Context: an optimization exercise on an open-source flow, tuned for small area, a short achievable clock period and few clock cycles per item. The choices shown serve that exercise and are no tape-out recipe. Only simulation tests tie the RTL to the original design; equivalence was not proved. Power and IR drop assume default switching activity.

try-delta:
==> flow/design.v (excerpt) <==
module fquot (
    input  wire        clk,
    input  wire        rst,         
    input  wire        start,
    input  wire [47:0] n,
    input  wire [31:0] d,
    output reg         busy,
    output reg         done,
    output reg  [63:0] q
);
    reg        dvd;             
    reg        zn, zd;          
    reg [31:0] rem;             
    reg [31:0] dv;              
    reg [5:0]  en;              
    reg [4:0]  ed;              
    reg [4:0]  cnt;             
    reg [2:0] bn;
    reg [1:0] bd;
    integer i;
    always @* begin
        bn = 3'd5;
        for (i = 0; i < 6; i = i + 1)
            if (n[8*i +: 8] != 8'd0) bn = 3'd5 - i[2:0];
        bd = 2'd3;
        for (i = 0; i < 4; i = i + 1)
            if (d[8*i +: 8] != 8'd0) bd = 2'd3 - i[1:0];
    end
    wire [47:0] n_b = n << {bn, 3'd0};
    wire [31:0] d_b = d << {bd, 3'd0};
    wire        n_ok  = rem[31] || rem[30];
    wire        n_z2  = (rem[30:29] == 2'd0);
    wire        d_ok  = dv[31];
    wire        d_z2  = (dv[31:30] == 2'd0);
    wire        spec  = zn || zd;
  ...
==> flow/config.mk <==
export PLATFORM = sky130hd
export DESIGN_NAME = fquot
export DESIGN_NICKNAME = fquot
export VERILOG_FILES = /design/flow/design.v
export SDC_FILE = /design/flow/constraint.sdc
export NUM_CORES = 4
export LEC_CHECK = 0
export CAP_MARGIN = 20
export CORE_MARGIN = 2
export CORE_UTILIZATION = 40
export SETUP_SLACK_MARGIN = 5
export SLEW_MARGIN = 20
==> flow/constraint.sdc <==
create_clock -name core_clock -period 10.0 [get_ports {clk}]
set_input_delay 2.0000 -clock core_clock [delete_from_list [all_inputs] [get_ports {clk}]]
set_output_delay 2.0000 -clock core_clock [all_outputs]
set_load 0.01 [all_outputs]
standard.sh (not shown) runs the stock make flow with config.mk's settings and CLKGATE_MAP_FILE= SYNTH_SCRIPT=/design/flow/synth_recipe.tcl, a recipe that flattens the netlist after the stock synthesis.
==> flow/flow/run.sh <==
#!/bin/bash
# The standard layout (standard.sh, unchanged synthesis and steps), with
# the port buffers made from sky130_fd_sc_hd__buf_1 instead of the delay
# cell buffer_ports picks by default, and timing repair aiming for 5.8 ns of
# setup slack.  make's full output goes to make.log.
set -euo pipefail
bash standard.sh "BUFFER_PORTS_ARGS=-buffer_cell sky130_fd_sc_hd__buf_1" SETUP_SLACK_MARGIN=5.8 finish > make.log 2>&1
Per the final summary, try-delta finished and its layout is clean on timing, DRC and antenna.
Testbench counts of try-delta, summed over its fixed seeds: cycles 15,736, divisions 512.
Modified inputs, try-yarrow compared to try-delta
==> flow/run.sh (new file) <==
#!/bin/bash
# synth_recipe.tcl (not shown) runs the flow's synth.tcl, then flattens the netlist and writes it again
# the make line also repeats each setting of config.mk as NAME=value (left out here)
make -C /OpenROAD-flow-scripts/flow DESIGN_CONFIG=/design/flow/config.mk WORK_HOME=/design/flow/orfs CLKGATE_MAP_FILE= SYNTH_SCRIPT=/design/flow/synth_recipe.tcl finish
removed: flow/flow/run.sh
removed: flow/standard.sh
--- outcome ---
try-yarrow against try-delta: global-route wire length before repair fell about 0.4%, worst hold slack fell 0.015 ns, synthesized-area fraction occupied by and/or/nand/nor cells about even, power consumption fell 0.65 mW, number of placed I/O pins about even. try-yarrow closes out successfully: all stages finished, all timing, DRC and antenna checks passed. Final setup slack of the worst path | try-yarrow below try-delta. Of try-delta and try-yarrow, try-delta shows the higher fraction of standard cell area in multi-input logic, with try-yarrow below it.
## Diff of input files: try-quartz against try-yarrow
==> flow/flow/run.sh (new file) <==
#!/bin/bash
# The standard layout (standard.sh, unchanged synthesis and steps), with
# the port buffers made from sky130_fd_sc_hd__buf_1 instead of the delay
# cell buffer_ports picks by default, and timing repair aiming for 6.2 ns of
# setup slack.  make's full output goes to make.log.
set -euo pipefail
bash standard.sh "BUFFER_PORTS_ARGS=-buffer_cell sky130_fd_sc_hd__buf_1" SETUP_SLACK_MARGIN=6.2 finish > make.log 2>&1
==> flow/standard.sh (new file) <==
#!/bin/bash
# synth_recipe.tcl (not shown) runs the flow's synth.tcl, then flattens the netlist and writes it again
# the make line also repeats each setting of config.mk as NAME=value (left out here)
make -C /OpenROAD-flow-scripts/flow DESIGN_CONFIG=/design/flow/config.mk WORK_HOME=/design/flow/orfs CLKGATE_MAP_FILE= SYNTH_SCRIPT=/design/flow/synth_recipe.tcl "${@:-finish}"
removed: flow/run.sh
Notes after the runs:
For number of placed instances with taps included, try-quartz and try-yarrow come out practically identical. Against try-yarrow, try-quartz reports a reported sequential group power that is lower. Any difference in clock transition time at the flip-flop clock pins of the worst setup and hold paths between try-quartz and try-yarrow is small enough to ignore.

fquot again, from the RTL that the note above started with.
Settings: LEC_CHECK=0, CAP_MARGIN=10, CORE_MARGIN=2, CORE_UTILIZATION=40, SETUP_SLACK_MARGIN=5, SLEW_MARGIN=10; clock period 10.0 ns.
==> flow/flow/run.sh <==
#!/bin/bash
# The standard layout (standard.sh, unchanged synthesis and steps), with
# the port buffers made from sky130_fd_sc_hd__buf_1 instead of the delay
# cell buffer_ports picks by default, and timing repair aiming for 5.6 ns of
# setup slack.  make's full output goes to make.log.
set -euo pipefail
bash standard.sh "BUFFER_PORTS_ARGS=-buffer_cell sky130_fd_sc_hd__buf_1" SETUP_SLACK_MARGIN=5.6 finish > make.log 2>&1
Testbench counts at the start, summed over its fixed seeds: cycles 15,736, divisions 512.
Edit:
==> flow/run.sh (new file) <==
#!/bin/bash
# synth_recipe.tcl (not shown) runs the flow's synth.tcl, then flattens the netlist and writes it again
# the make line also repeats each setting of config.mk as NAME=value (left out here)
make -C /OpenROAD-flow-scripts/flow DESIGN_CONFIG=/design/flow/config.mk WORK_HOME=/design/flow/orfs CLKGATE_MAP_FILE= SYNTH_SCRIPT=/design/flow/synth_recipe.tcl finish
- CAP_MARGIN: 10 -> 20
- CORE_UTILIZATION: 40 -> 55
- SLEW_MARGIN: 10 -> 20
removed: flow/flow/run.sh
removed: flow/standard.sh
- non-clock buffer count goes down by 66
- setup slack loses 0.47 ns
- fmax drops by 9.6%
- first-iteration DRC count rises by 10%
- routed wire length went down by 11%
- critical path depth shrinks by 7
- die area fell by 27%
- combinational power goes down by 13%

## static timing again, ports no longer ideal
The flow's constraints put no driver on any port. The routed layouts listed below were extracted and timed again, unchanged, in two steps. Step 1 assumes that a clkbuf_16 drives the clock port and a buf_2 every other input. Step 2 times the ports against the registers' clock, not the clock port: input delays grow and output delays shrink by t, the midpoint of the rising clock arrivals with the driver on. a / b / c = no drivers / after step 1 / after step 2; a / b = the first two.
run	shift t [ns]	setup slack, ns	worst setup path after step 2	slew at the worst register clock pin (ns)	pins driven straight from the clock port
try-delta	0.510	5.694 / 5.694 / 5.255	input to register	0.08 / 0.08	1
try-yarrow	0.512	5.105 / 5.105 / 4.637	input to register	0.08 / 0.08	1
try-quartz	0.516	5.739 / 5.739 / 5.387	input to register	0.07 / 0.07	1
the first run of note 2	0.531	5.576 / 5.576 / 5.210	input to register	0.07 / 0.07	1
the second run of note 2	0.488	5.104 / 5.117 / 4.647	input to register	0.08 / 0.08	1
After both steps every run listed still meets setup and hold. For try-yarrow, which loses most, drivers alone change the setup slack by 0.000 ns; drivers and shift together by -0.468 ns.
